From an optimization exercise on the open Yosys and OpenROAD flow, aimed at small area, a short achievable clock period and few clock cycles; shortcuts taken in it are not production practice. At most, simulation tests tie the RTL to the original design; equivalence was not proved. The RTL of run 1 was laid out without a check of its function.

==> flow/flow/run.sh <==
#!/bin/bash
# Standard ORFS layout with a larger setup-repair margin and the smallest
# buffer on each port. Full tool output goes to standard.log in the work folder.
set -euo pipefail
bash standard.sh finish SETUP_SLACK_MARGIN=7 \
  "BUFFER_PORTS_ARGS=-buffer_cell sky130_fd_sc_hd__buf_1" > standard.log 2>&1
==> flow/standard.sh <==
#!/bin/bash
# synth_recipe.tcl (not shown) runs the flow's synth.tcl, then flattens the netlist and writes it again
# the make line also repeats each setting of config.mk as NAME=value (left out here)
make -C /OpenROAD-flow-scripts/flow DESIGN_CONFIG=/design/flow/config.mk WORK_HOME=/design/flow/orfs CLKGATE_MAP_FILE= SYNTH_SCRIPT=/design/flow/synth_recipe.tcl "${@:-finish}"
==> flow/config.mk <==
export PLATFORM = sky130hd
export DESIGN_NAME = gbn_tx
export DESIGN_NICKNAME = gbn_tx
export VERILOG_FILES = /design/flow/design.v
export SDC_FILE = /design/flow/constraint.sdc
export NUM_CORES = 4
export LEC_CHECK = 0
export CAP_MARGIN = 20
export CORE_MARGIN = 2
export CORE_UTILIZATION = 55
export CTS_BUF_LIST = sky130_fd_sc_hd__clkbuf_4 sky130_fd_sc_hd__clkbuf_8
export SLEW_MARGIN = 20
==> flow/constraint.sdc <==
create_clock -name core_clock -period 13.0 [get_ports {clk}]
set_input_delay 2.6000 -clock core_clock [delete_from_list [all_inputs] [get_ports {clk}]]
set_output_delay 2.6000 -clock core_clock [all_outputs]
set_load 0.01 [all_outputs]
==> flow/design.v <==
module gbn_tx (
    input  wire         clk,
    input  wire         rst,           
    output wire         src_req,
    input  wire         src_valid,
    input  wire [15:0]  src_n,
    input  wire [63:0]  src_data,
    output wire         tx_valid,
    input  wire         tx_ready,
    output wire [15:0]  tx_len,
    output wire [127:0] tx_data,
    output wire         rx_req,
    input  wire         rx_valid,
    input  wire         rx_count,
    input  wire [15:0]  rx_len,
    input  wire [127:0] rx_data,
    output wire         tmr_req,
    input  wire         tmr_ack,
    output wire [1:0]   tmr_cmd,
    output wire [31:0]  tmr_arg,
    input  wire         tmr_expired,
    input  wire [1:0]   sta_addr,
    output reg  [31:0]  sta_data,
    output reg          trace_valid,
    output reg  [3:0]   trace_op,
    output wire         done,
    output wire         flt
);
    localparam integer W          = 8;
    localparam integer M          = 8;
    localparam [31:0]  TIMEOUT_MS = 32'd1000;
    localparam [3:0] OP_INIT = 4'h0, OP_LOOP = 4'h1, OP_SENTINEL = 4'h2,
                     OP_FILL_SKIP = 4'h3, OP_FILL_SEND = 4'h4, OP_FILL_EOF = 4'h5,
                     OP_RX_NONE = 4'h6, OP_RX_DISCARD = 4'h7, OP_ACK_STALE = 4'h8,
                     OP_ACK_AHEAD = 4'h9, OP_ACK_PARTIAL = 4'hA, OP_ACK_DRAIN = 4'hB,
                     OP_TMO_NONE = 4'hC, OP_TMO_SPURIOUS = 4'hD, OP_TMO_RETX = 4'hE;
    localparam [1:0] FC_SEQ_EXHAUSTED = 2'd1, FC_SRC_OVERRUN = 2'd2;
    localparam [3:0] S_SETDUR = 4'd0,  S_STOPI  = 4'd1,  S_SRC    = 4'd2,  S_TXN    = 4'd3,
                     S_FSTART = 4'd4,  S_RX     = 4'd5,  S_ACKC   = 4'd6,  S_TMO    = 4'd7,
                     S_RETX   = 4'd8,  S_RSTART = 4'd9,  S_SENT   = 4'd10, S_END    = 4'd11;
    localparam [1:0] TL_NONE = 2'd0, TL_LOOP = 2'd1, TL_LOOPSKIP = 2'd2, TL_SKIP = 2'd3;
    function [31:0] csa;            
        input [15:0] x, y, z;
        reg   [15:0] c;
        begin
            c   = (x & y) | (x & z) | (y & z);
            csa = {c[14:0], c[15], x ^ y ^ z};
        end
    endfunction
    function [15:0] eac_add;        
        input [15:0] a, b;
        reg   [15:0] p, g, gp, pp, gn, pn, c;
        integer i, k, j;
        begin
            p  = a ^ b;
            g  = a & b;
            gp = g;
            pp = p;
            for (k = 0; k < 4; k = k + 1) begin
                gn = gp;
                pn = pp;
                for (i = 0; i < 16; i = i + 1) begin
                    if ((i >> k) & 1) begin
                        j = ((i >> k) << k) - 1;
                        gn[i] = gp[i] | (pp[i] & gp[j]);
                        pn[i] = pp[i] & pp[j];
                    end
                end
                gp = gn;
                pp = pn;
            end
            c[0] = gp[15];
            for (i = 1; i < 16; i = i + 1)
                c[i] = gp[i-1] | (pp[i-1] & gp[15]);
            eac_add = p ^ c;
        end
    endfunction
    function [63:0] pmask;
        input [63:0] pay;
        input [3:0]  len;
        integer i;
        begin
            for (i = 0; i < M; i = i + 1)
                pmask[8*i +: 8] = (i < len) ? pay[8*i +: 8] : 8'd0;
        end
    endfunction
    function [63:0] pwords;
        input [63:0] pay;
        integer i;
        begin
            for (i = 0; i < M; i = i + 2) begin
                pwords[16*(i/2) + 8 +: 8] = pay[8*i     +: 8];
                pwords[16*(i/2)     +: 8] = pay[8*i + 8 +: 8];
            end
        end
    endfunction
    reg [3:0]   st;
    reg         go_r;          
    reg [15:0]  base;
    reg [15:0]  nxt;
    reg         all_sent;
    reg         all_acked;
    reg         tmr_on;
    reg [1:0]   fault_code;
    reg         done_r, flt_r;
    reg         drain_r;       
    reg [15:0]  ack_r;         
    reg [15:0]  txs;
    reg [63:0]  txp;
    reg [3:0]   txl;
    reg [15:0]  txck;
    reg [63:0]  slot_pay [0:W-1];
    reg [3:0]   slot_len [0:W-1];
    localparam integer QA = 3;
    localparam integer QD = 1 << QA;
    reg [5:0]   tq_mem [0:QD-1];
    reg [QA-1:0] tq_wp, tq_rp;
    reg [QA:0]  tq_cnt;
    reg [1:0]   tq_tail;
    assign src_req  = (st == S_SRC) && go_r;
    assign rx_req   = (st == S_RX)  && go_r;
    assign tx_valid = (st == S_TXN) || (st == S_RETX) || ((st == S_SENT) && go_r);
    assign tmr_req  = (st == S_SETDUR) || (st == S_FSTART) || (st == S_ACKC) ||
                      (((st == S_STOPI) || (st == S_TMO) || (st == S_RSTART)) && go_r);
    assign tmr_cmd  = (st == S_SETDUR) ? 2'd3 :
                      (st == S_STOPI)  ? 2'd2 :
                      (st == S_TMO)    ? 2'd0 :
                      (st == S_ACKC && drain_r) ? 2'd2 : 2'd1;
    assign tmr_arg  = (st == S_SETDUR) ? TIMEOUT_MS : 32'd0;
    assign tx_data  = {txp, 4'd0, txl, 8'd0, txck[7:0], txck[15:8], 16'd0, txs[7:0], txs[15:8]};
    assign tx_len   = {11'd0, txl[3], ~txl[3], txl[2:0]};
    assign done = done_r;
    assign flt  = flt_r;
    wire [1:0] top_state = !all_sent ? 2'd0 : (all_acked ? 2'd2 : 2'd1);
    always @(*) begin
        case (sta_addr)
            2'd0: sta_data = {M[15:0], W[15:0]};
            2'd1: sta_data = {nxt, base};
            2'd2: sta_data = {18'd0, flt_r ? OP_FILL_SEND : OP_SENTINEL, top_state, fault_code,
                              tmr_on, all_acked, all_sent, flt_r ? 3'd6 : 3'd5};
            default: sta_data = TIMEOUT_MS;
        endcase
    end
    wire [3:0] infl      = nxt[3:0] - base[3:0];    
    wire       win_empty = (infl == 4'd0);
    wire       room      = !infl[3];
    wire       room1     = (infl < 4'd7);            
    wire       fin       = all_sent && all_acked;
    wire       fill_ok   = !all_sent && room;
    wire [15:0] rx_seq  = {rx_data[7:0],   rx_data[15:8]};
    wire [15:0] rx_ack  = {rx_data[23:16], rx_data[31:24]};
    wire [15:0] rx_ck   = {rx_data[39:32], rx_data[47:40]};
    wire [15:0] rx_plen = {rx_data[55:48], rx_data[63:56]};
    wire rx_wellformed = (rx_len >= 16'd8) && (rx_plen <= M) &&
                         ({1'b0, rx_len} >= {1'b0, rx_plen} + 17'd8) && (rx_len <= 16'd16);
    wire [63:0] rx_pw = pwords(pmask(rx_data[127:64], rx_plen[3:0]));
    wire [31:0] r1 = csa(rx_seq, rx_ack, {12'd0, rx_plen[3:0]});
    wire [31:0] r2 = csa(r1[15:0], r1[31:16], rx_pw[15:0]);
    wire [31:0] r3 = csa(rx_pw[31:16], rx_pw[47:32], rx_pw[63:48]);
    wire [31:0] r4 = csa(r2[15:0], r2[31:16], r3[15:0]);
    wire [31:0] r5 = csa(r4[15:0], r4[31:16], r3[31:16]);
    wire [15:0] ra = r5[15:0], rb = r5[31:16], rk = ~rx_ck;
    wire [15:0] rg = (ra & rb) | ((ra | rb) & ~rk);
    wire        rx_sum_ok = ((ra ^ rb ^ rk) == {rg[14:0], rg[15]}) &&
                            !((rk == 16'd0) && ((ra | rb) != 16'd0));
    wire        rx_accepted = rx_wellformed && rx_sum_ok;
    wire ack_stale = (rx_ack < base);
    wire ack_ahead = (rx_ack >= nxt);
    wire [15:0] nxt_m1 = nxt - 16'd1;
    wire ack_drain = (rx_ack == nxt_m1);
    wire [15:0] txs_p1  = txs + 16'd1;
    wire [2:0]  rd_idx  = (st == S_TMO) ? base[2:0] : txs_p1[2:0];
    wire [15:0] rd_seq  = (st == S_TMO) ? base : txs_p1;
    wire        from_src = (st == S_SRC);
    wire [63:0] src_pay = pmask(src_data, src_n[3:0]);
    wire [63:0] f_pay   = from_src ? src_pay     : slot_pay[rd_idx];
    wire [3:0]  f_len   = from_src ? src_n[3:0]  : slot_len[rd_idx];
    wire [15:0] f_seq   = from_src ? nxt         : rd_seq;
    wire [63:0] f_pw = pwords(f_pay);
    wire [31:0] t1 = csa(f_seq, {12'd0, f_len}, f_pw[15:0]);
    wire [31:0] t2 = csa(f_pw[31:16], f_pw[47:32], f_pw[63:48]);
    wire [31:0] t3 = csa(t1[15:0], t1[31:16], t2[15:0]);
    wire [31:0] t4 = csa(t3[15:0], t3[31:16], t2[31:16]);
    wire [15:0] f_ck = ~eac_add(t4[15:0], t4[31:16]);
    reg        push;
    reg [5:0]  push_e;
    wire       pop      = (tq_tail == TL_NONE) && (tq_cnt != 0);
    wire [QA:0] cnt_next = tq_cnt + push - pop;
    wire [1:0] tail_next = (tq_tail != TL_NONE) ? ((tq_tail == TL_LOOPSKIP) ? TL_SKIP : TL_NONE) :
                           pop ? tq_mem[tq_rp][1:0] : TL_NONE;
    always @(*) begin
        push   = 1'b0;
        push_e = 6'd0;
        case (st)
            S_STOPI: if (go_r && tmr_ack) begin
                push = 1'b1; push_e = {OP_INIT, TL_LOOP};
            end
            S_SRC: if (go_r && src_valid) begin
                push = 1'b1;
                if (src_n == 16'd0)
                    push_e = {OP_FILL_EOF, TL_NONE};
                else if (src_n > M || nxt == 16'hFFFF)
                    push_e = {OP_FILL_SEND, TL_NONE};
                else
                    push_e = {OP_FILL_SEND, room1 ? TL_NONE : TL_SKIP};
            end
            S_RX: if (go_r && rx_valid) begin
                push = 1'b1;
                if (!rx_count)         push_e = {OP_RX_NONE, TL_NONE};
                else if (!rx_accepted) push_e = {OP_RX_DISCARD, TL_NONE};
                else if (ack_stale)    push_e = {OP_ACK_STALE, TL_NONE};
                else if (ack_ahead)    push_e = {OP_ACK_AHEAD, TL_NONE};
                else                   push_e = {ack_drain ? OP_ACK_DRAIN : OP_ACK_PARTIAL, TL_NONE};
            end
            S_TMO: if (go_r && tmr_ack) begin
                push = 1'b1;
                if (!tmr_expired || win_empty)
                    push_e = {tmr_expired ? OP_TMO_SPURIOUS : OP_TMO_NONE,
                              fin ? TL_NONE : fill_ok ? TL_LOOP : TL_LOOPSKIP};
                else
                    push_e = {OP_TMO_RETX, TL_NONE};
            end
            S_RSTART: if (go_r && tmr_ack) begin
                push = 1'b1; push_e = {OP_LOOP, fill_ok ? TL_NONE : TL_SKIP};
            end
            S_SENT: if (go_r && tx_ready) begin
                push = 1'b1; push_e = {OP_SENTINEL, TL_NONE};
            end
            default: ;
        endcase
    end
    always @(posedge clk) begin
        if (push) tq_mem[tq_wp] <= push_e;
    end
    always @(posedge clk) begin
        if (rst) begin
            tq_wp       <= 0;
            tq_rp       <= 0;
            tq_cnt      <= 0;
            tq_tail     <= TL_NONE;
            trace_valid <= 1'b0;
            trace_op    <= OP_INIT;
            go_r        <= 1'b0;
        end else begin
            if (push) tq_wp <= tq_wp + 1'b1;
            if (pop)  tq_rp <= tq_rp + 1'b1;
            tq_cnt  <= cnt_next;
            tq_tail <= tail_next;
            go_r    <= (cnt_next < QD);
            if (tq_tail != TL_NONE) begin
                trace_valid <= 1'b1;
                trace_op    <= (tq_tail == TL_SKIP) ? OP_FILL_SKIP : OP_LOOP;
            end else if (pop) begin
                trace_valid <= 1'b1;
                trace_op    <= tq_mem[tq_rp][5:2];
            end else begin
                trace_valid <= 1'b0;
            end
        end
    end
    always @(posedge clk) begin
        if (st == S_SRC && go_r && src_valid) begin
            slot_pay[nxt[2:0]] <= src_pay;
            slot_len[nxt[2:0]] <= src_n[3:0];
        end
    end
    always @(posedge clk) begin
        if ((st == S_SRC) || (st == S_TMO) || (st == S_RETX && tx_ready)) begin
            txp  <= f_pay;
            txl  <= f_len;
            txck <= f_ck;
            txs  <= f_seq;
            if (st == S_TMO && fin) begin
                txl  <= 4'd0;
                txck <= ~nxt;
                txs  <= nxt;
            end
        end
    end
    always @(posedge clk) begin
        if (st == S_RX) ack_r <= rx_ack;
    end
    always @(posedge clk) begin
        if (rst) begin
            st          <= S_SETDUR;
            base        <= 16'd1;
            nxt         <= 16'd1;
            all_sent    <= 1'b0;
            all_acked   <= 1'b0;
            tmr_on      <= 1'b0;
            fault_code  <= 2'd0;
            done_r      <= 1'b0;
            flt_r       <= 1'b0;
            drain_r     <= 1'b0;
        end else begin
            case (st)
                S_SETDUR: if (tmr_ack) st <= S_STOPI;
                S_STOPI: if (go_r && tmr_ack) begin
                    tmr_on <= 1'b0;
                    st     <= S_SRC;
                end
                S_SRC: if (go_r && src_valid) begin
                    if (src_n == 16'd0) begin
                        all_sent <= 1'b1;
                        if (win_empty) all_acked <= 1'b1;
                        st <= S_RX;
                    end else if (src_n > M || nxt == 16'hFFFF) begin
                        fault_code <= (src_n > M) ? FC_SRC_OVERRUN : FC_SEQ_EXHAUSTED;
                        st <= S_END;
                    end else begin
                        st <= S_TXN;
                    end
                end
                S_TXN: if (tx_ready) begin
                    if (win_empty) begin
                        st <= S_FSTART;
                    end else begin
                        nxt <= nxt + 16'd1;
                        st  <= room1 ? S_SRC : S_RX;
                    end
                end
                S_FSTART: if (tmr_ack) begin
                    tmr_on <= 1'b1;
                    nxt    <= nxt + 16'd1;
                    st     <= S_SRC;
                end
                S_RX: if (go_r && rx_valid) begin
                    if (!rx_count) begin
                        st <= S_TMO;
                    end else if (rx_accepted && !ack_stale && !ack_ahead) begin
                        st      <= S_ACKC;
                    end
                    drain_r <= ack_drain;
                end
                S_ACKC: begin
                  base <= ack_r + 16'd1;
                  if (tmr_ack) begin
                    if (drain_r) begin
                        tmr_on <= 1'b0;
                        if (all_sent) all_acked <= 1'b1;
                    end else begin
                        tmr_on <= 1'b1;
                    end
                    st <= S_RX;
                  end
                end
                S_TMO: if (go_r && tmr_ack) begin
                    if (!tmr_expired || win_empty)
                        st <= fin ? S_SENT : fill_ok ? S_SRC : S_RX;
                    else
                        st <= S_RETX;
                end
                S_RETX: if (tx_ready) begin
                    if (txs_p1 == nxt) st <= S_RSTART;
                end
                S_RSTART: if (go_r && tmr_ack) begin
                    tmr_on <= 1'b1;
                    st     <= fill_ok ? S_SRC : S_RX;
                end
                S_SENT: if (go_r && tx_ready) st <= S_END;
                default: begin    
                    if (cnt_next == 0 && tail_next == TL_NONE) begin
                        if (fault_code != 2'd0) flt_r  <= 1'b1;
                        else                    done_r <= 1'b1;
                    end
                end
            endcase
        end
    end
endmodule
==> flow_metrics.tcl, run 1 <==
set metrics [dict create \
    status "finished clean" \
    initial_core_util 0.556 \
    synth_ff_type "edfxtp_1" \
    core_area_um2 71600 \
    clk_pin_slew_ps 60 \
    ios 455 \
    cp_slowest_stage_delay_ps 600 \
    drc 0 \
    wl_um 117000 \
    critPathCaptureType "flip-flop" \
    avgSynthCellArea_um2 13.6 \
    worstSetupPathType "input port to flip-flop" \
    r2r_cells 24 \
    fin_crit_sh 0.523 \
    fin_worst_skew_ps 46.7 \
    fmax_ghz 0.147 \
    avgRoutedWirePerCell_um 25.8 \
    final_cells 4553 \
    relSlewSlack 0.268 \
    syn2layout_area_growth_pct 19.9 \
    dieArea_um2 74500 \
    wl_met1_um 46600 \
    ant_nets 0 \
    synthTopCellsByCount "edfxtp_1 (708), inv_1 (289), nand2_1 (226)" \
    crit_family "adder cells" \
    netlist_instances 2926 \
    grt_max_degree 70 \
    clkSinkCount 773 \
    syn_area_um2 39800 \
    fillers 5326 \
    slowest_stage "fa_1" \
    final_nets 3990 \
    rows 98 \
    routed-wl-met3_um 8290 \
    place_ws_ps 4270 \
    final_util 0.666 \
    grt_first_pass_wirelength_um 171000 \
    globalRouteOverflowTotal 0 \
    critPathLaunchType "input port" \
    synth_area_leaders "edfxtp_1 (53%), mux4_2 (8.4%), fa_1 (7.0%)" \
    slew_violations 0 \
    final_hold_viol_count 0 \
    ys_types 73 \
    dp_hpwl_um 75800 \
    setup_viol 0 \
    arrival_ps 7270 \
    seq_area_frac_synth 0.567 \
    synthArstFlopShare 0 \
    wl_met2_um 58200 \
    grt_usage 0.314 \
    clk_latency_ps 810 \
    cts_made_buffers 131 \
    cts_tree "built" \
    drt-initial-drc-count 2510 \
    drv_cap 0 \
    grt_pass1_vias 26914 \
    cp_data_required_time_ps 13470 \
    die-width_um 273 \
    synth_edf_count 708 \
    path_cells "buf_12 -> buf_12 -> or2_4 -> a21o_4 -> buf_6 -> and2_4 -> nand2_2 -> o21a_1 -> fa_1 -> inv_2 -> fa_1 -> inv_2 -> fa_1 -> inv_2 -> ha_4 -> a21o_1 -> a21o_1 -> nand2_2 -> o21a_4 -> buf_6 -> a311oi_2 -> nor2_1 -> xnor2_1 -> mux2i_1" \
    dr.pass1.iters 6 \
    ys_warn_count 1 \
    rsz0062_at_grt "yes" \
    highest_layer "met5" \
    worstMarginPinSlew_ps 1100 \
    critical_path_depth 24 \
    dp.cells 4165 \
    vias 26526 \
    port_buffers 389 \
    routed_via_density 5.83 \
    holdPathStages 2 \
    root_buffer "clkbuf_8" \
    synth_most_common_cell "edfxtp_1" \
    clock_path_buffers 3 \
    cts.htree.levels 4 \
    die_height_um 273 \
    synth_largest_area_cell "edfxtp_1" \
    critPathBufInv 7 \
    synth_top_area_frac 0.534 \
    gp_congestion 0.949 \
    worst_slack_ps 6200 \
    worst-path-max-fanout 6 \
    finalSetupTns_ps 0 \
    ys_ff_latch 773 \
    fin_crit_ps 6800 \
    hold_path_class "flip-flop to flip-flop" \
    antenna_found_initial 5 \
    layout-drive-gt1-share 0.244 \
]
==> area by class of cell <==
type                    instances  area [µm²]  share of cell area
flip-flops and latches        773       22600               0.473
multi-input cells            1736       16700               0.351
repair buffers                565        3450              0.0724
clock buffers                 174        2140              0.0449
well taps                     950        1190              0.0249
inverters                     291        1100              0.0231
clock inverters                62         508              0.0106
diodes                          2        5.00            0.000105
==> registers in the layout (all words and copies together), names as in the netlist, 2 cells and up, named ones only <==
name	cells
ack_r	16
base	16
fault_code	2
nxt	16
slot_len	32
slot_pay	512
st	4
tq_cnt	4
tq_mem	48
tq_rp	3
tq_tail	2
tq_wp	3
trace_op	4
txck	16
txl	4
txp	64
txs	16
==> worst paths after layout <==
| check | end | slack (ps) | startpoint |
|---|---|---|---|
| worst max-delay path | txck[3] | 6200 | src_n[3] |
| worst min-delay path | trace_op[0] | 470 | trace_op[0] |
| worst max register to register | txck[3] | 6390 | st[0] |
| worst min register to register | trace_op[0] | 470 | trace_op[0] |
==> per-layer routing <==
metal / global-route usage / vias up
met5: 0 / -
met4: 0.113 / 4
met3: 0.0538 / 224
met2: 0.521 / 1130
met1: 0.422 / 13519
li1: - / 11649
==> worst reg2reg max path, delay by kind of cell (launching register included) <==
kind,cells,cell delay [ps]
muxes,3,950
and+or+nand+nor,2,300
DFF,1,600
adders and majority gates,4,1870
AOI/OAI and AO/OA,8,1310
xor gates and xnor gates,1,230
buffers and inverters,6,1060
==> stage by stage <==
step / hold WS, ps / area (µm²)
after floorplan: 454 / 40500
after global placement: 448 / 42400
after detailed placement: 473 / 42400
after CTS: 480 / 46600
after global routing: 506 / 47700
final: 470 / 47700
==> logic make-up after synthesis <==
group	Yosys count	synth area share
other	1	0.0000942
buffers and inverters	483	0.0536
AO/OA/AOI/OAI	350	0.0552
adder cells (fa/ha/maj)	258	0.107
multiplexers	239	0.107
AND/OR/NAND/NOR	702	0.0834
XOR/XNOR	120	0.0264
flip-flops	773	0.567
==> cells in the final DEF (no fill, tap or decap), types with 32 or more instances in the layout <==
cell type    n
mux2i_1     78
xnor2_1     55
edfxtp_1   708
nand4_1     40
mux4_2     148
inv_1      253
nand2_1    191
ha_1       100
nand3_1     36
buf_1      353
o21ai_0     51
a21oi_1     76
buf_4      123
dfxtp_1     61
clkbuf_8   134
and2_4      45
clkbuf_4    40
buf_6       34
inv_2       33
clkinv_1    32
xor2_1      56
fa_1       127
nor2_1     171
conb_1      65
==> what timing repair did <==
item,CTS,global route
buffers inserted,74,62
cloned,10,3
resized for setup,213,199
endpoints found under the setup margin,78,76
pin swaps,104,131
hold buffers,0,0
==> inputs of run 2 (changes only) <==
--- a/flow/design.v
+++ b/flow/design.v
@@ -108,7 +108,7 @@
     reg [15:0]  txs;
     reg [63:0]  txp;
     reg [3:0]   txl;
-    reg [15:0]  txck;
+    reg [31:0]  txcv;          
     reg [63:0]  slot_pay [0:W-1];
     reg [3:0]   slot_len [0:W-1];
     localparam integer QA = 3;
@@ -127,6 +127,7 @@
                       (st == S_TMO)    ? 2'd0 :
                       (st == S_ACKC && drain_r) ? 2'd2 : 2'd1;
     assign tmr_arg  = (st == S_SETDUR) ? TIMEOUT_MS : 32'd0;
+    wire [15:0] txck = ~eac_add(txcv[15:0], txcv[31:16]);
     assign tx_data  = {txp, 4'd0, txl, 8'd0, txck[7:0], txck[15:8], 16'd0, txs[7:0], txs[15:8]};
     assign tx_len   = {11'd0, txl[3], ~txl[3], txl[2:0]};
     assign done = done_r;
@@ -181,7 +182,6 @@
     wire [31:0] t2 = csa(f_pw[31:16], f_pw[47:32], f_pw[63:48]);
     wire [31:0] t3 = csa(t1[15:0], t1[31:16], t2[15:0]);
     wire [31:0] t4 = csa(t3[15:0], t3[31:16], t2[31:16]);
-    wire [15:0] f_ck = ~eac_add(t4[15:0], t4[31:16]);
     reg        push;
     reg [5:0]  push_e;
     wire       pop      = (tq_tail == TL_NONE) && (tq_cnt != 0);
@@ -268,11 +268,11 @@
         if ((st == S_SRC) || (st == S_TMO) || (st == S_RETX && tx_ready)) begin
             txp  <= f_pay;
             txl  <= f_len;
-            txck <= f_ck;
+            txcv <= t4;
             txs  <= f_seq;
             if (st == S_TMO && fin) begin
                 txl  <= 4'd0;
-                txck <= ~nxt;
+                txcv <= {16'd0, nxt};
                 txs  <= nxt;
             end
         end
--- a/flow/config.mk
+++ b/flow/config.mk
@@ -7,6 +7,6 @@
 export LEC_CHECK = 0
 export CAP_MARGIN = 20
 export CORE_MARGIN = 2
-export CORE_UTILIZATION = 55
+export CORE_UTILIZATION = 70
 export CTS_BUF_LIST = sky130_fd_sc_hd__clkbuf_4 sky130_fd_sc_hd__clkbuf_8
 export SLEW_MARGIN = 20
==> flow_metrics.tcl, run 2 <==
set metrics [dict create \
    synth_edf_count 724 \
    initial_core_util 0.709 \
    slowest_stage "fa_1" \
    root_buffer "clkbuf_8" \
    setup_viol 0 \
    ys_ff_latch 789 \
    die_height_um 246 \
    synthSimpleGateAreaFrac 0.160 \
    synth_xor_area_frac 0.0256 \
    core_area_um2 57800 \
    cts.htree.levels 3 \
    place_ws_ps 4980 \
    grt.busiest_layer "met2" \
    antenna_found_initial 8 \
    cp_data_required_time_ps 13640 \
    routed_via_density 6.30 \
    use_met3 0.0802 \
    dieArea_um2 60500 \
    clk_pin_slew_ps 70 \
    drc 0 \
    dp_hpwl_um 75800 \
    globalRouteOverflowTotal 0 \
    slew_violations 0 \
    drt-initial-drc-count 4106 \
    grt_usage 0.395 \
    muxShareOfSynthArea 0.0140 \
    drv_cap 0 \
    path_cells "buf_12 -> clkinvlp_4 -> fa_1 -> inv_1 -> fa_1 -> inv_1 -> fa_1 -> inv_2 -> fa_1 -> inv_2 -> fa_1 -> xor2_1 -> nand4_1 -> nor2_1 -> nand4_1 -> buf_6 -> nor4b_4 -> o22ai_2 -> mux2_4" \
    fin_crit_ps 6330 \
    worst_slack_ps 6670 \
    clock_path_buffers 3 \
    worst-path-max-fanout 4 \
    ios 455 \
    wl_um 120000 \
    dr.pass1.iters 6 \
    met2_usage 0.640 \
    grt_first_pass_wirelength_um 178000 \
    gp_congestion 0.986 \
    cts_made_buffers 119 \
    grt_pass1_vias 30423 \
    synthAdderAreaFrac 0.104 \
    port_buffers 389 \
    vias 31113 \
    critPathLaunchType "input port" \
    worstSetupPathType "input port to flip-flop" \
    finalSetupTns_ps 0 \
    syn_area_um2 41000 \
    cp_slowest_stage_delay_ps 540 \
    synthArstFlopShare 0 \
    status "finished clean" \
    hold_path_class "flip-flop to flip-flop" \
    synth_top_area_frac 0.531 \
    ys_warn_count 1 \
    synth_ff_type "edfxtp_1" \
    final_nets 4556 \
    critPathBufInv 7 \
    synth_area_leaders "edfxtp_1 (53%), nand2_1 (7.1%), fa_1 (6.8%)" \
    whs_ps 472 \
    arrival_ps 6970 \
    synth_most_common_cell "nand2_1" \
    die-width_um 246 \
    largest_reg_flops 512 \
    avgSynthCellArea_um2 11.2 \
    synth_largest_area_cell "edfxtp_1" \
    netlist_instances 3662 \
    rows 88 \
    seq_area_frac_synth 0.563 \
    cp_common_cell "fa_1" \
    cts_tree "built" \
    critPathCaptureType "flip-flop" \
    ant_nets 0 \
    rsz0062_at_grt "yes" \
    layout_commonest_cell "nand2_1" \
    layout-drive-gt1-share 0.111 \
    avgRoutedWirePerCell_um 24.3 \
    final_hold_viol_count 0 \
    ys_types 76 \
    fmax_ghz 0.158 \
    worstMarginPinSlew_ps 1230 \
    clk_latency_ps 780 \
    crit_family "adder cells" \
    synth_top_family_by_area "simple AND/OR/NAND/NOR gates" \
    final_cell_mix "nand2_1 (764), edfxtp_1 (724), buf_1 (351)" \
    clkSinkCount 789 \
    relSlewSlack 0.179 \
    met1_usage 0.520 \
    fin_worst_skew_ps 54.5 \
    synthTopCellsByCount "nand2_1 (776), edfxtp_1 (724), inv_1 (273)" \
    grt_max_degree 93 \
    fin_crit_sh 0.487 \
    synth_compound_area_frac 0.0764 \
    syn2layout_area_growth_pct 13.6 \
]
## run 2: cell count changes after synthesis, sizes merged, moves of 13 or more
cell,previous run,this run
and3,20,84
a311oi,2,72
nand3,40,181
o21ai,105,136
and2,85,116
a31oi,5,73
nor2,183,138
clkbuf,81,134
mux2i,81,12
inv,289,273
nand2,226,776
edfxtp,708,724
nor2b,23,10
mux4,148,12
## run 2: worst min-delay path: stages (launching register included)
cell	delay (ps)
dfxtp_1	310
inv_1	50
a221oi_1	60
## run 2: cell families (layout without fill, tap and decap cells)
logic type                 Yosys count  in the layout
other                                1             71
DFF                                789            789
AOI/OAI and AO/OA                  480            482
buffers and inverters              537            976
adders and majority gates          258            258
muxes                               40             41
xor gates and xnor gates           118            118
and+or+nand+nor                   1439           1439
## run 2: metrics by stage
| step | instance area (µm²) | std cells | util |
|---|---|---|---|
| after floorplan | 41300 | 3726 | - |
| after global routing | 46500 | 4936 | 0.804 |
| after CTS | 46000 | 4916 | 0.797 |
| after global placement | 42900 | 4663 | 0.742 |
| after detailed placement | 42900 | 4663 | 0.742 |
| final | 46500 | 4939 | 0.805 |
## run 2: worst paths after layout
check,start,to,slack [ps],depth (start not counted)
max,rx_data[57],st[3],6670,19
min,trace_op[0],trace_op[0],470,2
max reg2reg,txs[0],txcv[5],7170,15
min reg2reg,trace_op[0],trace_op[0],470,2
## run 2: final cells by class
type | instances | area [µm²]
clock buffer | 153 | 1930
multi-input combinational | 2403 | 16500
timing repair buffer | 470 | 2390
antenna | 6 | 15.0
clock inverter | 72 | 618
fill | 3385 | 11300
sequential | 789 | 23000
tap | 765 | 957
inverter | 281 | 1090
## run 2: what timing repair did
action,CTS,global route
resized for setup,100,79
gates cloned,6,0
pin swaps,18,61
hold buffers,0,0
setup endpoints to repair,112,97
setup buffers,22,17
## run 2: per-layer routing
layer	wire, µm	share of wire	vias to the layer above
met1	42000	0.35	14966
met4	5650	0.047	6
met2	57400	0.48	2234
li1	-	-	13540
met3	15000	0.12	367
met5	33	0.00027	-
Testbench counts of run 2, summed over its fixed seeds: cycles 47,037.
==> inputs of run 3 (changes only) <==
--- a/flow/config.mk
+++ b/flow/config.mk
@@ -7,6 +7,6 @@
 export LEC_CHECK = 0
 export CAP_MARGIN = 20
 export CORE_MARGIN = 2
-export CORE_UTILIZATION = 70
+export CORE_UTILIZATION = 55
 export CTS_BUF_LIST = sky130_fd_sc_hd__clkbuf_4 sky130_fd_sc_hd__clkbuf_8
 export SLEW_MARGIN = 20
==> flow_metrics.tcl, run 3 <==
set metrics [dict create \
    status "finished clean" \
    worst-path-max-fanout 8 \
    clk_pin_slew_ps 60 \
    critPathLaunchType "input port" \
    synth_area_leaders "edfxtp_1 (53%), nand2_1 (7.1%), fa_1 (6.8%)" \
    layout_commonest_cell "nand2_1" \
    setup_viol 0 \
    r2r_cells 16 \
    grt_first_pass_wirelength_um 180000 \
    worstSetupPathType "input port to flip-flop" \
    fin_crit_ps 6340 \
    root_buffer "clkbuf_8" \
    arrival_ps 6860 \
    avgRoutedWirePerCell_um 23.4 \
    cts_made_buffers 137 \
    globalRouteOverflowTotal 0 \
    fillers 6013 \
    grt_usage 0.312 \
    final_util 0.633 \
    dr.pass1.iters 5 \
    drv_cap 0 \
    clkSinkCount 789 \
    fmax_ghz 0.158 \
    fin_worst_skew_ps 56.3 \
    clk_latency_ps 820 \
    syn_area_um2 41000 \
    avgSynthCellArea_um2 11.2 \
    drc 0 \
    synthTopCellsByCount "nand2_1 (776), edfxtp_1 (724), inv_1 (273)" \
    synth_ff_type "edfxtp_1" \
    synth_top_area_frac 0.531 \
    hold_path_class "flip-flop to flip-flop" \
    seq_area_frac_synth 0.563 \
    synth_most_common_cell "nand2_1" \
    critPathCaptureType "flip-flop" \
    wl_um 121000 \
    cts.htree.levels 4 \
    worstMarginPinSlew_ps 1100 \
    antenna_found_initial 11 \
    synth_edf_count 724 \
    final_cell_mix "nand2_1 (769), edfxtp_1 (724), buf_1 (338)" \
    ys_types 76 \
    ys_ff_latch 789 \
    relSlewSlack 0.266 \
    largest_reg_flops 512 \
    die_height_um 277 \
    clock_path_buffers 3 \
    cts_tree "built" \
    netlist_instances 3662 \
    ant_nets 0 \
    cp_data_required_time_ps 13530 \
    dp_hpwl_um 77100 \
    routed_via_density 5.78 \
    fin_crit_sh 0.487 \
    syn2layout_area_growth_pct 14.5 \
    slew_violations 0 \
    ios 455 \
    port_buffers 389 \
    final_nets 4565 \
    die-width_um 277 \
    final_hold_viol_count 0 \
    vias 29799 \
    grt_max_degree 185 \
    initial_core_util 0.553 \
    drt-initial-drc-count 2602 \
    dieArea_um2 76700 \
    rsz0062_at_grt "yes" \
    hold_buffers 0 \
    rows 100 \
    ys_warn_count 1 \
    gp_congestion 0.924 \
    finalSetupTns_ps 0 \
    layout-drive-gt1-share 0.117 \
    grt_pass1_vias 29482 \
    synth_largest_area_cell "edfxtp_1" \
    holdPathStages 2 \
    core_area_um2 74100 \
    synthArstFlopShare 0 \
]
==> run 3: cell counts after synthesis <==
Identical to the previous run, type by type.
==> run 3: cell families (layout without fill, tap and decap cells) <==
logic type | after synthesis | count (layout) | share of synthesized area
XOR/XNOR | 118 | 118 | 0.0256
buffers and inverters | 537 | 995 | 0.0572
multiplexers | 40 | 40 | 0.0140
AND/OR/NAND/NOR | 1439 | 1439 | 0.160
adder cells (fa/ha/maj) | 258 | 258 | 0.104
flip-flops | 789 | 789 | 0.563
AO/OA/AOI/OAI | 480 | 481 | 0.0764
other | 1 | 69 | 0.0000916
==> run 3: metrics by stage <==
stage	hold slack (ps)	instance area, µm²	cells	worst slack, ps
after detailed placement	457	43200	4867	4930
after global routing	508	46900	5156	6520
final	472	46900	5158	6660
after global placement	452	43100	4865	5020
after floorplan	454	41300	3726	4960
after CTS	474	46500	5140	6800
==> run 3: worst paths after layout <==
path,start,end,slack [ps]
worst max-delay path,rx_data[57],tq_mem[0][3],6660
worst max register to register,st[3],txcv[5],7200
worst min register to register,done_r,done_r,470
worst min-delay path,done_r,done_r,470
==> run 3: per-layer routing <==
metal	up-vias	GRT usage	wire length, µm
met3	209	0.0566	8680
met1	14783	0.410	48900
met5	-	0	23
li1	13552	-	-
met2	1251	0.528	59900
met4	4	0.0998	3190
==> run 3: cell type report <==
type                       instances  area [µm²]  share of cell area
antenna                            4        10.0            0.000214
clock buffer                     183        2270              0.0484
clock inverter                    68         480              0.0102
inverter                         281        1090              0.0232
multi-input combinational       2401       16400               0.351
sequential                       789       23000               0.492
tap                              969        1210              0.0259
timing repair buffer             463        2340              0.0500
==> run 3: timing repair <==
item,in CTS,in global routing
pin swaps,17,24
setup buffers,18,12
cloned,4,1
resized for setup,102,90
hold endpoints to repair,0,0
endpoints found under the setup margin,110,96
==> run 3: worst max-delay path: stages <==
cell	delay, ps
buf_12	90
clkinvlp_4	160
o21ai_4	300
nand2_1	120
fa_1	490
fa_1	510
inv_1	60
fa_1	540
inv_1	70
fa_1	520
xor2_1	200
nand4_1	130
nor3_2	160
nand4_1	140
buf_6	180
nor2_4	140
a21oi_2	80
or3_4	380
==> inputs of run 4 (changes only) <==
==> flow/flow/run.sh (replaced) <==
#!/bin/bash
# Standard ORFS layout with a larger setup-repair margin and the smallest
# buffer on each port. Full tool output goes to standard.log in the work folder.
set -euo pipefail
bash standard.sh finish SETUP_SLACK_MARGIN=8.5 \
  "BUFFER_PORTS_ARGS=-buffer_cell sky130_fd_sc_hd__buf_1" > standard.log 2>&1
==> flow_metrics.tcl, run 4 <==
set metrics [dict create \
    grt_usage 0.352 \
    ios 455 \
    cts_made_buffers 135 \
    clk_pin_slew_ps 60 \
    slew_violations 0 \
    drv_cap 0 \
    holdPathEnd "trace_op[0]" \
    synth_top_area_frac 0.531 \
    rsz0062_at_grt "yes" \
    drt-initial-drc-count 3157 \
    dieArea_um2 76700 \
    final_nets 4743 \
    r2r_cells 15 \
    ant_nets 0 \
    clk_latency_ps 820 \
    cp_data_required_time_ps 13520 \
    ys_types 76 \
    synthArstFlopShare 0 \
    drc 0 \
    globalRouteOverflowTotal 0 \
    cts.htree.levels 4 \
    syn_area_um2 41000 \
    wl_um 136000 \
    dp_hpwl_um 77800 \
    slowest_stage "fa_1" \
    status "finished clean" \
    synth_most_common_cell "nand2_1" \
    gp_congestion 0.956 \
    r2r-start "base[0]" \
    critPathLaunchType "input port" \
    final_util 0.683 \
    final_area_um2 50600 \
    synth_largest_area_cell "edfxtp_1" \
    netlist_instances 3662 \
    worstHoldStart "trace_op[0]" \
    finalSetupTns_ps 0 \
    fin_crit_ps 6220 \
    ys_warn_count 1 \
    place_area_um2 43900 \
    crit_family "adder cells" \
    rr_endpoint "txcv[0]" \
    setup_viol 0 \
    die-width_um 277 \
    fmax_ghz 0.161 \
    path_cells "buf_8 -> clkinvlp_4 -> o21ai_4 -> buf_4 -> nand2_2 -> fa_1 -> fa_1 -> inv_1 -> fa_1 -> inv_2 -> fa_1 -> xor2_1 -> nand4_1 -> nor2_1 -> nand4_1 -> buf_6 -> nor2_4 -> a21oi_2 -> or3_4" \
    initial_core_util 0.553 \
    grt_max_degree 117 \
    cp_common_cell "fa_1" \
    grt_first_pass_wirelength_um 200000 \
    synth_area_leaders "edfxtp_1 (53%), nand2_1 (7.1%), fa_1 (6.8%)" \
    routed_via_density 5.95 \
    arrival_ps 6740 \
    seq_area_frac_synth 0.563 \
    critPathCaptureType "flip-flop" \
    final_hold_viol_count 0 \
    synth_ff_type "edfxtp_1" \
    worstSetupPathType "input port to flip-flop" \
    ys_ff_latch 789 \
    fin_crit_sh 0.479 \
    synth_edf_count 724 \
    antenna_found_initial 8 \
    layout_commonest_cell "edfxtp_1" \
    critPathBufInv 6 \
    cp_slowest_stage_delay_ps 560 \
    port_buffers 389 \
    relSlewSlack 0.171 \
    vias 31676 \
    hold_path_class "flip-flop to flip-flop" \
    worst-path-max-fanout 8 \
    avgRoutedWirePerCell_um 25.5 \
    avgSynthCellArea_um2 11.2 \
    final_cell_mix "edfxtp_1 (724), nand2_1 (708), buf_1 (305)" \
    rrSetupSlack_ps 8140 \
    clock_path_buffers 3 \
    grt_pass1_vias 31474 \
    core_area_um2 74100 \
    holdPathStages 2 \
    largest_reg_flops 512 \
    syn2layout_area_growth_pct 23.4 \
    die_height_um 277 \
    rows 100 \
    cts_tree "built" \
    dr.pass1.iters 7 \
    layout-drive-gt1-share 0.230 \
    synthTopCellsByCount "nand2_1 (776), edfxtp_1 (724), inv_1 (273)" \
    root_buffer "clkbuf_8" \
    fin_worst_skew_ps 37.2 \
    worstMarginPinSlew_ps 1240 \
    clkSinkCount 789 \
]
## run 4: changes by cell type in the layout (fill, tap and decap cells not counted), sizes merged
cell / previous run / this run
buf: 443 / 621
clkbuf: 202 / 188
clkinv: 61 / 48
bufbuf: 1 / 10
a21o: 18 / 20
diode: 4 / 5
nor2b: 10 / 11
o21ai: 137 / 138
or3: 8 / 9
## run 4: metrics by stage
step | cells | worst slack [ps] | hold slack [ps]
floorplan | 3726 | 6410 | 454
global placement | 4865 | 5000 | 450
detailed placement | 4866 | 4960 | 459
CTS | 5254 | 6760 | 469
global route | 5321 | 6540 | 507
finish | 5324 | 6780 | 465
## run 4: routing by layer
layer | part of all wire | track usage
met5 | 0.00026 | 0
met4 | 0.042 | 0.152
met3 | 0.092 | 0.0656
met2 | 0.48 | 0.579
met1 | 0.38 | 0.459
## run 4: area by class of cell
class | instances | area [µm²]
Tap cell | 969 | 1210
Clock buffer | 181 | 2230
Sequential cell | 789 | 23100
Fill cell | 5516 | 23500
Inverter | 281 | 1110
Timing Repair Buffer | 638 | 4520
Antenna cell | 5 | 12.5
Clock inverter | 55 | 425
Multi-Input combinational cell | 2406 | 18000
## run 4: worst max path at each step
stage | startpoint | to | slack (ps) | depth (start not counted)
2_1_floorplan | rx_data[57] | tq_mem[0][3] | 6410 | 17
3_3_place_gp | rx_data[59] | tq_mem[0][3] | 5000 | 18
3_5_place_dp | rx_data[59] | tq_mem[4][3] | 4960 | 18
4_1_cts | rx_data[58] | tq_mem[4][3] | 6760 | 19
5_1_grt | rx_data[57] | tq_mem[4][3] | 6540 | 19
6_report | rx_data[57] | tq_mem[4][3] | 6780 | 19
## run 4: worst register-to-register path, cell delays in order, from the launching register on
cell and delay, ps:
dfxtp_1 840, inv_1 180, mux2i_4 220, buf_12 270, bufbuf_16 520, nand2_1 90, and3_1 170, a311oi_1 280
a31oi_1 70, o21a_1 240, fa_1 520, fa_1 540, inv_2 50, fa_2 440, nand2_1 60, o21ai_1 80
## run 4: cells by family (layout without fill, tap and decap cells)
| family | count (synthesis) | after routing | share of synthesized area |
|---|---|---|---|
| fa+ha+maj | 258 | 258 | 0.104 |
| compound gates | 480 | 484 | 0.0764 |
| simple gates | 1439 | 1441 | 0.160 |
| other cells | 1 | 70 | 0.0000916 |
| mux | 40 | 40 | 0.0140 |
| buf+inv | 537 | 1155 | 0.0572 |
| flops | 789 | 789 | 0.563 |
| xor+xnor | 118 | 118 | 0.0256 |
## run 4: timing repair
action / in CTS / in global routing
gates cloned: 19 / 1
hold buffers: 0 / 0
pin swaps: 117 / 123
endpoints found under the setup margin: 236 / 123
setup buffers: 133 / 64
resized for setup: 399 / 147
==> inputs of run 5 (changes only) <==
==> flow/flow/run.sh (replaced) <==
#!/bin/bash
# Standard ORFS layout with a larger setup-repair margin and the smallest
# buffer on each port. Full tool output goes to standard.log in the work folder.
set -euo pipefail
bash standard.sh finish SETUP_SLACK_MARGIN=6 \
  "BUFFER_PORTS_ARGS=-buffer_cell sky130_fd_sc_hd__buf_1" > standard.log 2>&1
==> flow_metrics.tcl, run 5 <==
set metrics [dict create \
    synth_edf_count 724 \
    synth_area_leaders "edfxtp_1 (53%), nand2_1 (7.1%), fa_1 (6.8%)" \
    place_area_um2 43100 \
    clkSinkCount 789 \
    finalSetupTns_ps 0 \
    seq_area_frac_synth 0.563 \
    rows 100 \
    synth_most_common_cell "nand2_1" \
    dieArea_um2 76700 \
    cts_made_buffers 133 \
    path_cells "clkbuf_2 -> inv_1 -> fa_1 -> inv_1 -> fa_1 -> inv_1 -> fa_1 -> inv_1 -> fa_1 -> inv_1 -> fa_1 -> xor2_1 -> nand4_1 -> nor3_1 -> nand4_1 -> buf_4 -> nor2_2 -> a21oi_1 -> or3_1" \
    grt_usage 0.306 \
    fmax_ghz 0.147 \
    cts_tree "built" \
    grt_first_pass_wirelength_um 176000 \
    ys_ff_latch 789 \
    ios 455 \
    ant_nets 0 \
    clk_pin_slew_ps 50 \
    synth_ff_type "edfxtp_1" \
    cts.htree.levels 4 \
    die_height_um 277 \
    crit_family "adder cells" \
    die-width_um 277 \
    drc 0 \
    syn_area_um2 41000 \
    initial_core_util 0.553 \
    gp_congestion 0.919 \
    grt_max_degree 200 \
    ys_warn_count 1 \
    clk_latency_ps 820 \
    cp_slowest_stage_delay_ps 530 \
    largest_reg_flops 512 \
    multi_input_area_um2 16000 \
    grt_pass1_vias 29163 \
    fin_crit_ps 6790 \
    synthArstFlopShare 0 \
    drt-initial-drc-count 2477 \
    dp_hpwl_um 76600 \
    rsz0062_at_grt "no" \
    worstMarginPinSlew_ps 1080 \
    seq_area_um2 23000 \
    synthTopCellsByCount "nand2_1 (776), edfxtp_1 (724), inv_1 (273)" \
    final_hold_viol_count 0 \
    globalRouteOverflowTotal 0 \
    avgSynthCellArea_um2 11.2 \
    critPathLaunchType "input port" \
    final_area_um2 45800 \
    synth_top_area_frac 0.531 \
    fin_crit_sh 0.523 \
    hold_buffers 0 \
    status "finished clean" \
    worstSetupPathType "input port to flip-flop" \
    vias 29374 \
    relSlewSlack 0.279 \
    routed_via_density 5.76 \
    critPathBufInv 7 \
    antenna_found_initial 9 \
    final_nets 4522 \
    avgRoutedWirePerCell_um 23.1 \
    core_area_um2 74100 \
    synth_largest_area_cell "edfxtp_1" \
    final_cell_mix "nand2_1 (774), edfxtp_1 (724), buf_1 (384)" \
    fillers 5977 \
    cp_data_required_time_ps 13470 \
    worst-path-max-fanout 8 \
    syn2layout_area_growth_pct 11.8 \
    layout-drive-gt1-share 0.0807 \
    wl_um 118000 \
    arrival_ps 7260 \
    netlist_instances 3662 \
    final_cells 5100 \
    critPathCaptureType "flip-flop" \
    dr.pass1.iters 6 \
    port_buffers 389 \
    setup_viol 0 \
    slew_violations 0 \
    clock_path_buffers 3 \
    dp.cells 4863 \
    root_buffer "clkbuf_8" \
    layout_commonest_cell "nand2_1" \
    ys_types 76 \
    fin_worst_skew_ps 59.0 \
    slowest_stage "fa_1" \
    hold_path_class "flip-flop to flip-flop" \
    drv_cap 0 \
]
==> run 5: cell count changes in the layout (fill, tap and decap cells not counted), moves of 63 or more <==
cell / delta
buf_6: -63
and2_4: -81
nand2_1: +66
buf_1: +79
o21ai_0: +87
buf_4: -149
and2_1: +84
==> run 5: worst paths after layout <==
kind	start	to	slack [ps]	depth (start not counted)
max	rx_data[26]	tq_mem[3][3]	6210	19
min	trace_op[0]	trace_op[0]	470	2
max reg2reg	st[3]	txcv[13]	6320	17
min reg2reg	trace_op[0]	trace_op[0]	470	2
==> run 5: stage by stage <==
step	util	hold WS [ps]	setup slack [ps]
6_report	0.618	466	6210
3_3_place_gp	0.581	448	4450
2_1_floorplan	-	454	4960
4_1_cts	0.617	468	6040
3_5_place_dp	0.581	460	4300
5_1_grt	0.618	496	5990
==> run 5: kinds of logic after synthesis <==
| family | after synthesis | synth area share |
|---|---|---|
| and+or+nand+nor | 1439 | 0.160 |
| DFF | 789 | 0.563 |
| buffers and inverters | 537 | 0.0572 |
| AOI/OAI and AO/OA | 480 | 0.0764 |
| adders and majority gates | 258 | 0.104 |
| xor gates and xnor gates | 118 | 0.0256 |
| muxes | 40 | 0.0140 |
| other | 1 | 0.0000916 |
==> run 5: layer usage <==
| metal | global-route usage | vias to the layer above | wire (µm) |
|---|---|---|---|
| met5 | 0 | - | 57 |
| met3 | 0.0651 | 239 | 9670 |
| met4 | 0.122 | 8 | 4350 |
| met2 | 0.497 | 1245 | 56400 |
| met1 | 0.404 | 14425 | 47300 |
| li1 | - | 13457 | - |
==> run 5: what timing repair did <==
action	in CTS	in global routing
gates resized for setup	4	14
endpoints found under the setup margin	35	36
pin swaps	1	0
buffers inserted	1	0
gates cloned	0	0
==> run 5: final cells by class <==
cell class / instances / share of cell area
tap: 969 / 0.0265
multi-input combinational: 2400 / 0.350
antenna: 7 / 0.000383
clock inverter: 45 / 0.00812
sequential: 789 / 0.503
clock buffer: 184 / 0.0492
timing repair buffer: 425 / 0.0388
inverter: 281 / 0.0232
==> run 5: tightest hold or removal path, cell delays in order (launching register included) <==
cell      delay, ps
dfxtp_1         300
inv_1            50
a221oi_1         60
==> inputs of run 6 (changes only) <==
==> flow/flow/run.sh (replaced) <==
#!/bin/bash
# Standard ORFS layout with a larger setup-repair margin and the smallest
# buffer on each port. Full tool output goes to standard.log in the work folder.
set -euo pipefail
bash standard.sh finish SETUP_SLACK_MARGIN=6.5 \
  "BUFFER_PORTS_ARGS=-buffer_cell sky130_fd_sc_hd__buf_1" > standard.log 2>&1
==> flow_metrics.tcl, run 6 <==
set metrics [dict create \
    avgSynthCellArea_um2 11.2 \
    dp_hpwl_um 74900 \
    globalRouteOverflowTotal 0 \
    seq_area_frac_synth 0.563 \
    clock_path_buffers 3 \
    rr_endpoint "txcv[14]" \
    hold_path_class "flip-flop to flip-flop" \
    grt_max_degree 199 \
    avgRoutedWirePerCell_um 22.8 \
    holdPathStages 2 \
    syn_area_um2 41000 \
    ios 455 \
    ys_warn_count 1 \
    ys_types 76 \
    arrival_ps 6890 \
    routed_via_density 5.74 \
    dieArea_um2 76700 \
    synth_area_leaders "edfxtp_1 (53%), nand2_1 (7.1%), fa_1 (6.8%)" \
    worstHoldStart "done_r" \
    synth_edf_count 724 \
    synth_top_area_frac 0.531 \
    wl_um 117000 \
    rsz0062_at_grt "yes" \
    gp_congestion 0.955 \
    fin_crit_sh 0.489 \
    core_area_um2 74100 \
    layout_commonest_cell "nand2_1" \
    r2r_cells 17 \
    fin_worst_skew_ps 48.7 \
    fillers 6101 \
    critPathCaptureType "flip-flop" \
    synth_largest_area_cell "edfxtp_1" \
    setup_viol 0 \
    critPathLaunchType "input port" \
    drt-initial-drc-count 2796 \
    rows 100 \
    die-width_um 277 \
    path_cells "clkbuf_2 -> nor2_4 -> nand3_4 -> buf_4 -> nand2_1 -> fa_1 -> fa_1 -> inv_1 -> fa_1 -> inv_1 -> fa_1 -> xor2_1 -> nand4_1 -> nor2_1 -> nand4_1 -> buf_4 -> nor2_4 -> a21oi_2 -> or3_4" \
    clkSinkCount 789 \
    clk_latency_ps 820 \
    slew_violations 0 \
    relSlewSlack 0.261 \
    synth_most_common_cell "nand2_1" \
    synthTopCellsByCount "nand2_1 (776), edfxtp_1 (724), inv_1 (273)" \
    worstSetupPathType "input port to flip-flop" \
    largest_reg_flops 512 \
    crit_family "adder cells" \
    cts_tree "built" \
    drc 0 \
    drv_cap 0 \
    hold_buffers 0 \
    grt_first_pass_wirelength_um 176000 \
    slowest_stage "fa_1" \
    layout-drive-gt1-share 0.0895 \
    holdPathEnd "done_r" \
    die_height_um 277 \
    status "finished clean" \
    critPathLaunch "rx_data[56]" \
    final_cell_mix "nand2_1 (773), edfxtp_1 (724), buf_1 (373)" \
    cp_data_required_time_ps 13530 \
    fin_crit_ps 6360 \
    grt_pass1_vias 29149 \
    rrSetupSlack_ps 6730 \
    final_hold_viol_count 0 \
    cts.htree.levels 4 \
    initial_core_util 0.553 \
    cts_made_buffers 136 \
    final_nets 4535 \
    finalSetupTns_ps 0 \
    dr.pass1.iters 6 \
    vias 29395 \
    worst-path-max-fanout 8 \
    root_buffer "clkbuf_8" \
    worstMarginPinSlew_ps 1100 \
    grt_usage 0.304 \
    ys_ff_latch 789 \
    fmax_ghz 0.157 \
    synth_ff_type "edfxtp_1" \
    synthArstFlopShare 0 \
    ant_nets 0 \
    antenna_found_initial 7 \
    clk_pin_slew_ps 50 \
    critPathBufInv 5 \
    cp_slowest_stage_delay_ps 550 \
    r2r-start "st[0]" \
    port_buffers 389 \
    syn2layout_area_growth_pct 12.6 \
    cp_common_cell "fa_1" \
    netlist_instances 3662 \
]
-- run 6: logic make-up (layout without fill, tap and decap cells) --
kind of cell | Yosys count | after routing | synth area share
buffers and inverters | 537 | 956 | 0.0572
xor gates and xnor gates | 118 | 118 | 0.0256
muxes | 40 | 40 | 0.0140
adders and majority gates | 258 | 258 | 0.104
and+or+nand+nor | 1439 | 1439 | 0.160
DFF | 789 | 789 | 0.563
other | 1 | 68 | 0.0000916
AOI/OAI and AO/OA | 480 | 480 | 0.0764
-- run 6: worst min-delay path, delay by kind of cell, from the launching register on --
kind            cells  cell delay (ps)
flops               1              330
compound gates      1               50
simple gates        1               70
-- run 6: layout make-up --
cell class / count / area, µm² / share of cell area
Antenna cell: 3 / 7.51 / 0.000163
Clock buffer: 185 / 2260 / 0.0491
Clock inverter: 55 / 448 / 0.00971
Sequential cell: 789 / 23000 / 0.500
Multi-Input combinational cell: 2400 / 16100 / 0.350
Timing Repair Buffer: 435 / 1930 / 0.0419
Tap cell: 969 / 1210 / 0.0263
Inverter: 281 / 1090 / 0.0235
-- run 6: what timing repair did --
item	in CTS	in global routing
gates cloned	0	0
setup buffers	1	6
gates resized for setup	13	31
endpoints found under the setup margin	48	64
pin swaps	1	8
-- run 6: metal layers --
| metal | wire length [µm] | vias up | track usage |
|---|---|---|---|
| li1 | - | 13474 | - |
| met3 | 8940 | 243 | 0.0656 |
| met5 | 70 | - | 0 |
| met4 | 3510 | 10 | 0.100 |
| met1 | 47500 | 14470 | 0.399 |
| met2 | 56900 | 1198 | 0.507 |
-- run 6: how the worst max path moves through the flow --
stage / to / cells after the start
6_report: tq_mem[7][3] / 19
3_5_place_dp: tq_mem[4][3] / 18
3_3_place_gp: tq_mem[0][3] / 18
2_1_floorplan: slot_len[4][0] / 2
4_1_cts: st[3] / 19
5_1_grt: st[3] / 19
-- run 6: per-stage QoR --
step,utilization,setup slack (ps),hold WS (ps),area [µm²],std cells
5_1_grt,0.623,6490,504,46100,5116
3_3_place_gp,0.582,4960,449,43100,4864
2_1_floorplan,-,4960,454,41300,3726
3_5_place_dp,0.582,4870,463,43100,4866
4_1_cts,0.620,6490,483,45900,5107
6_report,0.623,6640,478,46100,5117

[separate check: timing with driven ports]
The results above use ideal ports. As a check the final layouts listed here were re-extracted and re-timed, cells and wires unchanged.
Step 1 assumes that a clkbuf_16 drives the clock port and a buf_2 every other input.
Step 2 adds t to the input delays and takes it off the output delays; t is the mean of the earliest and latest rising clock arrival at the registers after step 1. Input paths then give back, and output paths get back, about the clock's delay inside the block.
a / b / c = no drivers / after step 1 / after step 2; a / b = the first two.
run | t (ns) | slack for setup (ns) | worst hold slack (ns) | worst setup path at the end | cell pins on the clock port's net
run 1 | 0.857 | 6.199 / 6.186 / 5.329 | 0.470 / 0.470 / 0.470 | input to register | 1
run 2 | 0.811 | 6.667 / 6.666 / 5.855 | 0.472 / 0.472 / 0.472 | input to register | 1
run 3 | 0.855 | 6.664 / 6.666 / 5.811 | 0.472 / 0.472 / 0.472 | input to register | 1
run 4 | 0.871 | 6.777 / 6.782 / 5.912 | 0.465 / 0.465 / 0.465 | input to register | 1
run 5 | 0.847 | 6.206 / 6.239 / 5.392 | 0.466 / 0.466 / 0.466 | input to register | 1
run 6 | 0.859 | 6.637 / 6.614 / 5.804 | 0.478 / 0.478 / 0.478 | input to register | 1
After both steps setup and hold are still met in every run listed. The setup slack of run 1, which loses most, moves by -0.013 ns with the drivers and by -0.870 ns with both steps.
